From an optimization exercise on the open Yosys and OpenROAD flow, aimed at small area, a short achievable clock period and few clock cycles; shortcuts taken in it are not production practice. The RTL was checked by simulation tests, not by an equivalence proof against the original design. Power and IR drop assume default switching activity.

==> inputs of job 1400 <==
## mexp_core
module mexp_core #(
    parameter W = 128
) (
    input  wire         clk,
    input  wire         rst,
    input  wire         start,
    input  wire [3:0]   cmd,
    input  wire [W-1:0] a,
    input  wire [W-1:0] b,
    input  wire [W-1:0] e,
    input  wire [W-1:0] n,
    output reg          busy,
    output reg          done,
    output wire [W-1:0] res,
    output reg  [2:0]   errcode
);
    localparam CMD_NOP      = 4'd0;
    localparam CMD_MODEXP   = 4'd1;
    localparam CMD_MODMUL   = 4'd2;
    localparam CMD_MONTMUL  = 4'd3;
    localparam CMD_TOMONT   = 4'd4;
    localparam CMD_FROMMONT = 4'd5;
    localparam ERR_NONE          = 3'd0;
    localparam ERR_BAD_CMD       = 3'd1;
    localparam ERR_MOD_ZERO      = 3'd2;
    localparam ERR_EVEN_MOD      = 3'd3;
    localparam ERR_OPERAND_RANGE = 3'd4;
    localparam PH_IDLE = 5'd0;
    localparam PH_CHK  = 5'd1;    
    localparam PH_NORM = 5'd2;    
    localparam PH_PRE  = 5'd3;    
    localparam PH_ITER = 5'd4;    
    localparam PH_CPA  = 5'd5;    
    localparam PH_COPY = 5'd6;    
    localparam PH_DEC  = 5'd7;    
    localparam PH_CMP  = 5'd8;    
    localparam PH_CMP2 = 5'd9;    
    localparam PH_CMP3 = 5'd10;   
    localparam PH_NRM  = 5'd11;   
    localparam PH_NRM2 = 5'd12;   
    localparam PH_NRM3 = 5'd13;   
    localparam PH_F1   = 5'd14;   
    localparam PH_M1   = 5'd15;   
    localparam PH_M2   = 5'd16;   
    localparam PH_MM2  = 5'd17;   
    localparam PH_CHK0 = 5'd18;   
    localparam PH_B1   = 5'd19;   
    localparam PH_SET0 = 5'd20;   
    localparam PH_SET1 = 5'd21;   
    localparam PH_CMPB = 5'd22;   
    localparam ST_CONV = 4'd0;    
    localparam ST_UNSA = 4'd1;    
    localparam ST_SQ   = 4'd2;
    localparam ST_MUL  = 4'd3;
    localparam ST_FIN  = 4'd4;    
    localparam ST_UNSF = 4'd5;    
    localparam ST_MM1  = 4'd6;    
    localparam ST_MM2  = 4'd7;    
    localparam ST_PASS = 4'd8;    
    localparam ST_MONT = 4'd9;    
    localparam SW = 136;          
  ...
export LEC_CHECK = 0
export CAP_MARGIN = 20
export CORE_MARGIN = 2
export CORE_UTILIZATION = 40
export PLACE_DENSITY = 0.6
export SLEW_MARGIN = 20
create_clock -name core_clock -period 12.0 [get_ports {clk}]
standard.sh (not shown) runs the stock make flow with config.mk's settings and CLKGATE_MAP_FILE= SYNTH_SCRIPT=/design/flow/synth_recipe.tcl, a recipe that flattens the netlist after the stock synthesis.
==> flow/flow/run.sh <==
#!/bin/bash
# Layout flow: the standard layout (standard.sh, unchanged synthesis),
# with two changes to how the layout is made:
#  - the port buffers that ORFS inserts are buf_4 cells instead of the
#    default delay buffers;
#  - repair_timing (after CTS and after global routing) works until the
#    setup slack is 8 ns, so it sizes up the slow gates of the datapath.
# The clock period, the SDC and the design are the standard flow's.
# make's full output goes to flow_make.log in the work folder.
set -euo pipefail
export BUFFER_PORTS_ARGS="-buffer_cell sky130_fd_sc_hd__buf_4"
export SETUP_SLACK_MARGIN=8
bash standard.sh finish > flow_make.log 2>&1
==> inputs of job 2841, as changes to job 1400 <==
--- a/flow/design.v
+++ b/flow/design.v
@@ -57,26 +57,26 @@
     localparam ST_MM1  = 4'd6;    
     localparam ST_MM2  = 4'd7;    
     localparam ST_PASS = 4'd8;    
     localparam ST_MONT = 4'd9;    
     localparam SW = 136;          
     localparam VW = 130;          
     reg [4:0]    ph, phn;
     reg          f_iter, f_ld, f_cpa, f_cmpl;    
+    reg          f_itm, f_itl;                   
     reg [3:0]    stp;
     reg [SW-1:0] S, C;
     reg [VW-1:0] X;
     reg [VW-1:0] V;               
     reg [VW-1:0] Breg;
     reg [W-1:0]  NN;
     reg [6:0]    s;
     reg [8:0]    cnt;
     reg          opm;             
-    reg          ysel;            
     reg          q0;              
     reg          cmpb;            
     reg          tneg;            
     reg          rstq;
     reg          c_exp, c_mm, c_mont, c_tm, c_fm, oddr;
     reg          d0, d1, d2, dn;      
     reg          qa, qb, qc, qn;      
     reg [3:0]    p1x, p2x;            
@@ -88,17 +88,17 @@
     reg [10:0]   yhi;                 
     reg [6:0]    kp, kp1, kp2;
     reg [31:0]   eg;
     reg          ebit;
     reg          escan, ezero;
     assign res = V[W-1:0];
     wire n_zero = (NN == {W{1'b0}});
     wire n_one  = (NN == {{(W-1){1'b0}}, 1'b1});
-    wire [VW-1:0] Y  = ysel ? Breg : V;
+    wire [VW-1:0] Y  = Breg;
     wire [SW-1:0] Ye = {{(SW-VW){Y[VW-1]}}, Y};
     wire [SW-1:0] p1b = ({SW{d0}} & Ye) | ({SW{d1}} & {Ye[SW-2:0], 1'b0}) |
                         ({SW{d2}} & {Ye[SW-3:0], 2'b00});
     wire [SW-1:0] P1  = p1b ^ {SW{dn}};
     wire [SW-1:0] NNe = {{(SW-W){1'b0}}, NN};
     wire [SW-1:0] p2b = ({SW{qc}} & NNe) | ({SW{qa}} & {NNe[SW-2:0], 1'b0}) |
                         ({SW{qb}} & {NNe[SW-3:0], 2'b00});
     wire [SW-1:0] P2  = p2b ^ {SW{qn}};
@@ -120,22 +120,32 @@
     wire [HW-1:0] c2 = {k2[HW-2:0], sb};
     wire [SW-1:0] S_M = {s2[HW-1], s2[HW-1], s2, u3};
     wire [SW-1:0] C_M = {c2[HW-1], c2[HW-1], c2, u3};
     wire [SW-1:0] S_L = {s2[HW-2:0], lsum[2:0], 1'b0};
     wire [SW-1:0] C_L = {c2[HW-2:0], 4'b0000};
     wire nd1 = X[2] ^ X[1];
     wire nd2 = (X[3] & ~X[2] & ~X[1]) | (~X[3] & X[2] & X[1]);
     wire ndn = X[3] & ~(X[2] & X[1]);
-    wire [4:0] u32 = S[4:0] + C[4:0] + v1 + v2;
+    wire [4:0] us1 = S[4:0] ^ C[4:0] ^ v1;
+    wire [4:0] uc1 = {(S[3:0] & C[3:0]) | (S[3:0] & v1[3:0]) | (C[3:0] & v1[3:0]), 1'b0};
+    wire [4:0] us2 = us1 ^ uc1 ^ v2;
+    wire [4:0] uc2 = {(us1[3:0] & uc1[3:0]) | (us1[3:0] & v2[3:0]) | (uc1[3:0] & v2[3:0]), 1'b0};
+    wire       u3c = |(us2[2:0] | uc2[2:0]);
+    wire [1:0] u43 = us2[4:3] + uc2[4:3] + {1'b0, u3c};
+    wire [4:0] u32 = {u43, 3'b000};
     wire [2:0] np1 = (({3{nd1}} & {Y[1:0], 1'b0}) | ({3{nd2}} & {Y[0], 2'b00})) ^ {3{ndn}};
     wire [2:0] lon = u32[4:2] + np1 + {2'b00, ndn};
     wire [1:0] unx = lon[2:1];
     wire [1:0] q4n = NN[1] ? unx : (2'd0 - unx);
-    wire [9:0] tl   = S[129:120] + C[129:120] + rpy + nqv;
+    wire [9:0] ts1  = S[129:120] ^ C[129:120] ^ rpy;
+    wire [9:0] tc1  = {(S[128:120] & C[128:120]) | (S[128:120] & rpy[8:0]) | (C[128:120] & rpy[8:0]), 1'b0};
+    wire [9:0] ts2  = ts1 ^ tc1 ^ nqv;
+    wire [9:0] tc2  = {(ts1[8:0] & tc1[8:0]) | (ts1[8:0] & nqv[8:0]) | (tc1[8:0] & nqv[8:0]), 1'b0};
+    wire [9:0] tl   = ts2 + tc2;
     wire signed [9:0] tls = tl;
     wire l2 = NN[126] ? (tls >= 10'sd160)  : (tls >= 10'sd104);
     wire l1 = (tls >= 10'sd32);
     wire l0 = (tls >= -10'sd32);
     wire lm = NN[126] ? (tls >= -10'sd160) : (tls >= -10'sd112);
     wire nqc = ~q0 & ((l1 & ~l2) | (lm & ~l0));    
     wire nqa = ~q0 & (l2 | ~lm);                   
     wire nqn = ~q0 & l1;                           
@@ -145,28 +155,30 @@
         2'b00:   fdy = 2'd0;
         2'b01:   fdy = Y[1:0];
         2'b10:   fdy = 2'd0 - {Y[0], 1'b0};
         default: fdy = 2'd0 - Y[1:0];
         endcase
     end
     wire [1:0] fq4 = NN[1] ? fdy : (2'd0 - fdy);
     wire iter = f_iter;
-    wire n_d0 = opm ? 1'b0 : (iter ? X[127] : X[128]);
-    wire n_d1 = opm & (iter ? nd1 : X[0]);
-    wire n_d2 = opm & (iter ? nd2 : (X[1] & ~X[0]));
-    wire n_dn = opm ? (iter ? ndn : X[1]) : (~iter & X[128]);
-    wire [1:0] mq  = iter ? q4n : fq4;
+    wire itm  = f_itm;
+    wire itl  = f_itl;
+    wire n_d0 = opm ? 1'b0 : (itl ? X[127] : X[128]);
+    wire n_d1 = opm & (itm ? nd1 : X[0]);
+    wire n_d2 = opm & (itm ? nd2 : (X[1] & ~X[0]));
+    wire n_dn = opm ? (itm ? ndn : X[1]) : (~itl & X[128]);
+    wire [1:0] mq  = itm ? q4n : fq4;
     wire mq_p1 = (mq == 2'd1);
     wire mq_p2 = (mq == 2'd2);
     wire mq_m1 = (mq == 2'd3);
-    wire lq_p1 = iter & nqc & nqn;
-    wire lq_p2 = iter & nqa & nqn;
-    wire lq_m1 = iter & nqc & ~nqn;
-    wire lq_m2 = iter & nqa & ~nqn;
+    wire lq_p1 = itl & nqc & nqn;
+    wire lq_p2 = itl & nqa & nqn;
+    wire lq_m1 = itl & nqc & ~nqn;
+    wire lq_m2 = itl & nqa & ~nqn;
     wire n_qa = opm ? (mq_p1 | mq_m1) : (lq_p2 | lq_m2);
     wire n_qb = opm & mq_p2;
     wire n_qc = ~opm & (lq_p1 | lq_m1);
     wire n_qn = opm ? mq_m1 : (lq_p1 | lq_p2);
     function [10:0] pk;
         input [4:0] v;
         input       ng;
         pk = {v[4:3], {1'b0, v[2:0]} + {3'b000, ng}, v + {4'b0000, ng}};
@@ -193,32 +205,52 @@
                        ({11{n_d1 & ~n_dn}} & k1p2) | ({11{n_d1 & n_dn}} & k1m2) |
                        ({11{n_d2 & ~n_dn}} & k1p4) | ({11{n_d2 & n_dn}} & k1m4);
     wire [10:0] n_k2m = ({11{mq_p1}} & k2p2) | ({11{mq_p2}} & k2p4) | ({11{mq_m1}} & k2m2);
     wire [10:0] n_k2l = ({11{lq_p1}} & k2m1) | ({11{lq_p2}} & k2m2) |
                         ({11{lq_m1}} & k2p1) | ({11{lq_m2}} & k2p2);
     wire [10:0] n_k2  = opm ? n_k2m : n_k2l;
     wire [9:0] n_nq = ({10{lq_m1}} & kq2) | ({10{lq_p1}} & kq2m) |
                       ({10{lq_m2}} & kq4) | ({10{lq_p2}} & kq4m);
-    wire [9:0] n_rpy = iter ? (({10{X[127]}} & yhi[9:0]) + ({10{X[126]}} & yhi[10:1])) :
+    wire [9:0] n_rpy = itl ? (({10{X[127]}} & yhi[9:0]) + ({10{X[126]}} & yhi[10:1])) :
                               (((({10{X[128]}} & Ye[129:120]) ^ {10{X[128]}})) +
                                ({10{X[127]}} & Ye[130:121]));
     always @(posedge clk) begin
         {d0, d1, d2, dn} <= {n_d0, n_d1, n_d2, n_dn};
         {qa, qb, qc, qn} <= {n_qa, n_qb, n_qc, n_qn};
         {h1, p1x, v1} <= n_k1;
         {h2, p2x, v2} <= n_k2;
         rpy <= n_rpy;
         nz_r <= n_zero;
         n1_r <= n_one;
         nqv <= n_nq;
         if (!iter)
             yhi <= Ye[130:120];
     end
-    wire [SW-1:0] cpa  = S + C;
+    reg  [SW-1:0] cg, cp, cgo, cpo, cpa;
+    integer lv, bi;
+    always @* begin
+        cg  = S & C;
+        cp  = S ^ C;
+        cgo = cg;
+        cpo = cp;
+        for (bi = 1; bi < SW; bi = bi + 2) begin
+            cgo[bi] = cg[bi] | (cp[bi] & cg[bi - 1]);
+            cpo[bi] = cp[bi] & cp[bi - 1];
+        end
+        for (lv = 1; lv < 8; lv = lv + 1)
+            for (bi = SW - 1; bi >= 1; bi = bi - 2)
+                if (bi - 2 ** lv >= 1) begin
+                    cgo[bi] = cgo[bi] | (cpo[bi] & cgo[bi - 2 ** lv]);
+                    cpo[bi] = cpo[bi] & cpo[bi - 2 ** lv];
+                end
+        for (bi = 2; bi < SW; bi = bi + 2)
+            cgo[bi] = cg[bi] | (cp[bi] & cgo[bi - 1]);
+        cpa = cp ^ {cgo[SW-2:0], 1'b0};
+    end
     wire [VW-1:0] cpav = cpa[VW:1];
     wire          cneg = cpa[SW-1];
     wire          subn = ~X[VW-1] | f_cmpl;
     wire [SW-1:0] NNd  = {{(SW-W-1){1'b0}}, NN, 1'b0};
     integer g;
     always @(posedge clk) begin
         for (g = 0; g < 32; g = g + 1)
             eg[g] <= e[4*g + kp[1:0]];
@@ -238,37 +270,39 @@
             S <= {{(SW-VW-1){X[VW-1]}}, X, subn};
             C <= subn ? ~NNd : NNd;
         end else begin
             S <= {SW{1'b0}};
             C <= {SW{1'b0}};
         end
     end
     reg f_idle, f_xa, f_xb, f_xl, f_xm, f_xc, f_set0, f_set1;
-    reg f_b1, f_bv, f_bl, f_norm;
+    reg f_b1, f_bv, f_bc, f_vc, f_bl, f_norm;
     wire nn_sh = f_norm & ~NN[W-1];
     always @(posedge clk) begin
         if (f_xa)
             X <= {2'b00, a};
         else if (f_xb)
             X <= {2'b00, b};
         else if (f_xc)
             X <= cpav;
         else if (f_xm)
             X <= {X[VW-1], X[VW-1], X[VW-1:2]};
         else if (f_xl)
             X <= {X[VW-2:0], 1'b0};
         if (rstq || f_set0)
             V <= {VW{1'b0}};
         else if (f_set1)
             V <= {{(VW-1){1'b0}}, 1'b1};
-        else if (f_xc)
+        else if (f_vc)
             V <= cpav;
         if (f_b1)
             Breg <= {{(VW-1){1'b0}}, 1'b1};
+        else if (f_bc)
+            Breg <= cpav;
         else if (f_bv)
             Breg <= V;
         else if (f_bl || nn_sh)
             Breg <= {Breg[VW-2:0], 1'b0};
         if (f_idle || (f_cpa && (stp == ST_UNSA || stp == ST_UNSF)))
             NN <= n;
         else if (nn_sh)
             NN <= {NN[W-2:0], 1'b0};
@@ -337,17 +371,16 @@
                 phn    = PH_NORM;
             end
         end
         PH_NORM: begin
             if (!NN[W-1]) begin
                 s <= s + 1'b1;
             end else begin
                 opm  <= 1'b0;
-                ysel <= 1'b1;
                 q0   <= 1'b0;
                 phn   = PH_PRE;
                 if (c_exp) begin
                     cnt <= oddr ? 9'd259 : 9'd129;
                     stp <= ST_CONV;
                 end else if (c_mm) begin
                     cnt <= 9'd129;
                     stp <= ST_MM1;
@@ -368,116 +401,104 @@
             if (cnt == 9'd1)
                 phn = PH_CPA;
         end
         PH_CPA: begin
             case (stp)
             ST_CONV: begin
                 if (oddr && s != 7'd0) begin
                     opm  <= 1'b0;
-                    ysel <= 1'b1;
                     q0   <= 1'b1;
                     cnt  <= lcnt;
                     stp  <= ST_UNSA;
                     phn   = PH_B1;
                 end else begin
-                    phn = PH_COPY;
+                    phn = PH_DEC;
                 end
             end
             ST_UNSA: begin
-                phn = PH_COPY;
+                phn = PH_DEC;
             end
             ST_SQ, ST_MUL: begin
                 if (stp == ST_SQ && ebit) begin
                     opm  <= oddr;
-                    ysel <= 1'b1;
                     q0   <= 1'b0;
                     cnt  <= opcnt;
                     stp  <= ST_MUL;
                     phn   = PH_PRE;
                 end else if (kp == 7'd0) begin
                     if (oddr) begin
                         opm  <= 1'b1;
-                        ysel <= 1'b1;
                         q0   <= 1'b0;
                         cnt  <= 9'd65;
                         stp  <= ST_FIN;
                         phn   = PH_B1;
                     end else if (s != 7'd0) begin
                         opm  <= 1'b0;
-                        ysel <= 1'b1;
                         q0   <= 1'b1;
                         cnt  <= lcnt;
                         stp  <= ST_UNSF;
                         phn   = PH_B1;
                     end else begin
                         phn = PH_NRM;
                     end
                 end else begin
                     kp   <= kp - 1'b1;
                     opm  <= oddr;
-                    ysel <= 1'b0;
                     q0   <= 1'b0;
                     cnt  <= opcnt;
                     stp  <= ST_SQ;
                     phn   = PH_PRE;
                 end
             end
             ST_FIN, ST_MONT, ST_UNSF: begin
                 phn = PH_NRM;
             end
             ST_MM1: begin
                 phn = PH_MM2;
             end
             ST_MM2: begin
                 if (s != 7'd0) begin
                     opm  <= 1'b0;
-                    ysel <= 1'b1;
                     q0   <= 1'b1;
                     cnt  <= lcnt;
                     stp  <= ST_UNSF;
                     phn   = PH_B1;
                 end else begin
                     phn = PH_NRM;
                 end
             end
             default: begin   
                 phn = PH_M1;
             end
             endcase
         end
-        PH_COPY: begin
-            phn = PH_DEC;
-        end
         PH_DEC: begin
             if (!escan) begin
                 if (ezero) begin
                     phn = PH_SET1;
                 end else if (kp == 7'd0) begin
                     if (oddr) begin
                         opm  <= 1'b1;
-                        ysel <= 1'b1;
                         q0   <= 1'b0;
                         cnt  <= 9'd65;
                         stp  <= ST_FIN;
                         phn   = PH_B1;
                     end else if (s != 7'd0) begin
                         opm  <= 1'b0;
-                        ysel <= 1'b1;
                         q0   <= 1'b1;
                         cnt  <= lcnt;
                         stp  <= ST_UNSF;
                         phn   = PH_B1;
                     end else begin
                         phn = PH_NRM;
                     end
                 end else begin
                     kp   <= kp - 1'b1;
                     opm  <= oddr;
-                    ysel <= 1'b0;
                     q0   <= 1'b0;
                     cnt  <= opcnt;
                     stp  <= ST_SQ;
                     phn   = PH_PRE;
                 end
             end
         end
         PH_CMP: begin
@@ -494,48 +515,44 @@
                 phn      = PH_IDLE;
             end else if (!cmpb) begin
                 cmpb <= 1'b1;
                 phn   = PH_CMPB;
             end else if (n1_r) begin
                 phn = PH_SET0;
             end else begin
                 opm  <= 1'b0;
-                ysel <= 1'b1;
                 q0   <= 1'b1;
                 cnt  <= 9'd129;
                 stp  <= ST_PASS;
                 phn   = PH_PRE;
             end
         end
         PH_CMPB: begin
             phn = PH_CMP;
         end
         PH_F1: begin
             opm  <= 1'b1;
-            ysel <= 1'b1;
             q0   <= 1'b0;
             cnt  <= 9'd65;
             stp  <= ST_MONT;
             phn   = PH_PRE;
         end
         PH_M1: begin
             phn = PH_M2;
         end
         PH_M2: begin
             opm  <= 1'b1;
-            ysel <= 1'b1;
             q0   <= 1'b0;
             cnt  <= 9'd65;
             stp  <= ST_MONT;
             phn   = PH_PRE;
         end
         PH_MM2: begin
             opm  <= 1'b0;
-            ysel <= 1'b1;
             q0   <= 1'b0;
             cnt  <= 9'd129;
             stp  <= ST_MM2;
             phn   = PH_PRE;
         end
         PH_NRM: begin
             phn = PH_NRM2;
         end
@@ -564,25 +581,31 @@
             phn      = PH_IDLE;
             done    <= 1'b0;
             errcode <= ERR_NONE;
             escan   <= 1'b0;
         end
         ph     <= phn;
         busy   <= (phn != PH_IDLE);
         f_iter <= (phn == PH_ITER);
+        f_itm  <= (phn == PH_ITER) && opm;
+        f_itl  <= (phn == PH_ITER) && !opm;
         f_ld   <= (phn == PH_CMP) || (phn == PH_CMP2) || (phn == PH_NRM) || (phn == PH_NRM2);
         f_cpa  <= (phn == PH_CPA);
         f_cmpl <= (phn == PH_CMP) || (phn == PH_CMP2);
         f_idle <= (phn == PH_IDLE);
         f_norm <= (phn == PH_NORM);
         f_xa   <= (phn == PH_IDLE) || (phn == PH_M1) || (phn == PH_MM2);
         f_xb   <= (phn == PH_CHK && c_mm) || (phn == PH_CMPB);
         f_xc   <= (phn == PH_CPA) || (phn == PH_NRM3 && (X[VW-1] || !cneg));
         f_xm   <= (phn == PH_ITER) && opm;
         f_xl   <= (phn == PH_ITER && !opm) || (phn == PH_F1) || (phn == PH_M2);
         f_set0 <= (phn == PH_SET0);
         f_set1 <= (phn == PH_SET1);
         f_b1   <= (phn == PH_IDLE) || (phn == PH_B1);
-        f_bv   <= (phn == PH_COPY) || (phn == PH_M1) || (phn == PH_MM2);
+        f_bv   <= (phn == PH_CPA) && (stp == ST_SQ) && ebit;
+        f_bc   <= (phn == PH_CPA) && !((stp == ST_SQ) && ebit);
+        f_vc   <= ((phn == PH_CPA) && (!(stp == ST_SQ || stp == ST_MUL) ||
+                                       (kp == 7'd0 && !oddr && s == 7'd0 && !((stp == ST_SQ) && ebit)))) ||
+                  (phn == PH_NRM3 && (X[VW-1] || !cneg));
         f_bl   <= (phn == PH_F1) || (phn == PH_M2);
     end
 endmodule
==> flow/config.mk (replaced) <==
export PLATFORM = sky130hd
export DESIGN_NAME = mexp_core
export DESIGN_NICKNAME = mexp_core
export VERILOG_FILES = /design/flow/design.v
export SDC_FILE = /design/flow/constraint.sdc
export NUM_CORES = 4
export LEC_CHECK = 0
export CAP_MARGIN = 20
export CORE_MARGIN = 2
export CORE_UTILIZATION = 55
export PLACE_DENSITY = 0.7
export SLEW_MARGIN = 20
==> comparison table <==
metric	job 1400	job 2841
Origin of the critical flop-to-flop path	C[1]$_DFF_P_	C[29]$_DFF_P_
Non-Filler Cell Area, Final	80600 um2	78400 um2
Number of sequential cells	954	956
Detailed-route wire length per cell	27.8 um	26.6 um
Post-route clock skew	0.0405 ns	0.0336 ns
Number of nets in the layout	8634	8267
Non-clock buffer share	7.70%	8.62%
Worst R2R Path Depth	18	17
Worst hold slack after final layout	0.333 ns	0.328 ns
Sum of buffers and inverters on the critical path	2	1
Basic-gate share of the synthesized area counting and, or, nand and nor cells	10.7%	10.4%
Clock network power consumption	3730 uW	3560 uW
Count of plain and timing-repair buffers in the layout	803	870
Dominant cell type by count on the critical path	sky130_fd_sc_hd__fa_1	sky130_fd_sc_hd__a21oi_1
Adder and majority gate portion of the synthesized area	11.7%	14.1%
Endpoint of the worst-slack reg-to-reg timing path	v2[4]$_DFF_P_	X[96]$_DFFE_PP_
Wire length on met3	18100 um	23200 um
Fmax	237 MHz	228 MHz
Outcome	timing/DRC/antenna clean	timing/DRC/antenna clean
Clock network latency to the later pin of the worst-skew pair	0.78 ns	0.74 ns
Part of the power in registers	35.7%	36.5%
Sw Ratio	41.6%	40.0%
CTS Buf Count	113	111
Comb. pwr	6190 uW	5620 uW
Testbench counts of job 1400, summed over its fixed seeds: cycles 761,247.
Testbench counts of job 2841, summed over its fixed seeds: cycles 761,199.

## afterwards: timing with drivers on the ports
No port has a modelled driver above. Below, the same layouts with a new extraction and two added sets of constraints.
Step 1 assumes that a clkbuf_16 drives the clock port and a buf_2 every other input.
Step 2 also shifts input and output timing later by t, the mid clock arrival at the registers, as if the neighbouring blocks saw the same clock.
Slacks: ideal / step 1 / step 2; pairs: ideal / step 1.
run	t, ns	slack for setup (ns)	latest minus earliest clock arrival (ns)	slew at the worst register clock pin (ns)
job 1400	0.833	7.779 / 7.779 / 7.504	0.042 / 0.042	0.07 / 0.07
job 2841	0.813	7.614 / 7.614 / 7.330	0.034 / 0.034	0.07 / 0.07
After both steps every run listed still meets setup and hold. The setup slack of job 2841, which loses most, moves by 0.000 ns with the drivers and by -0.284 ns with both steps.
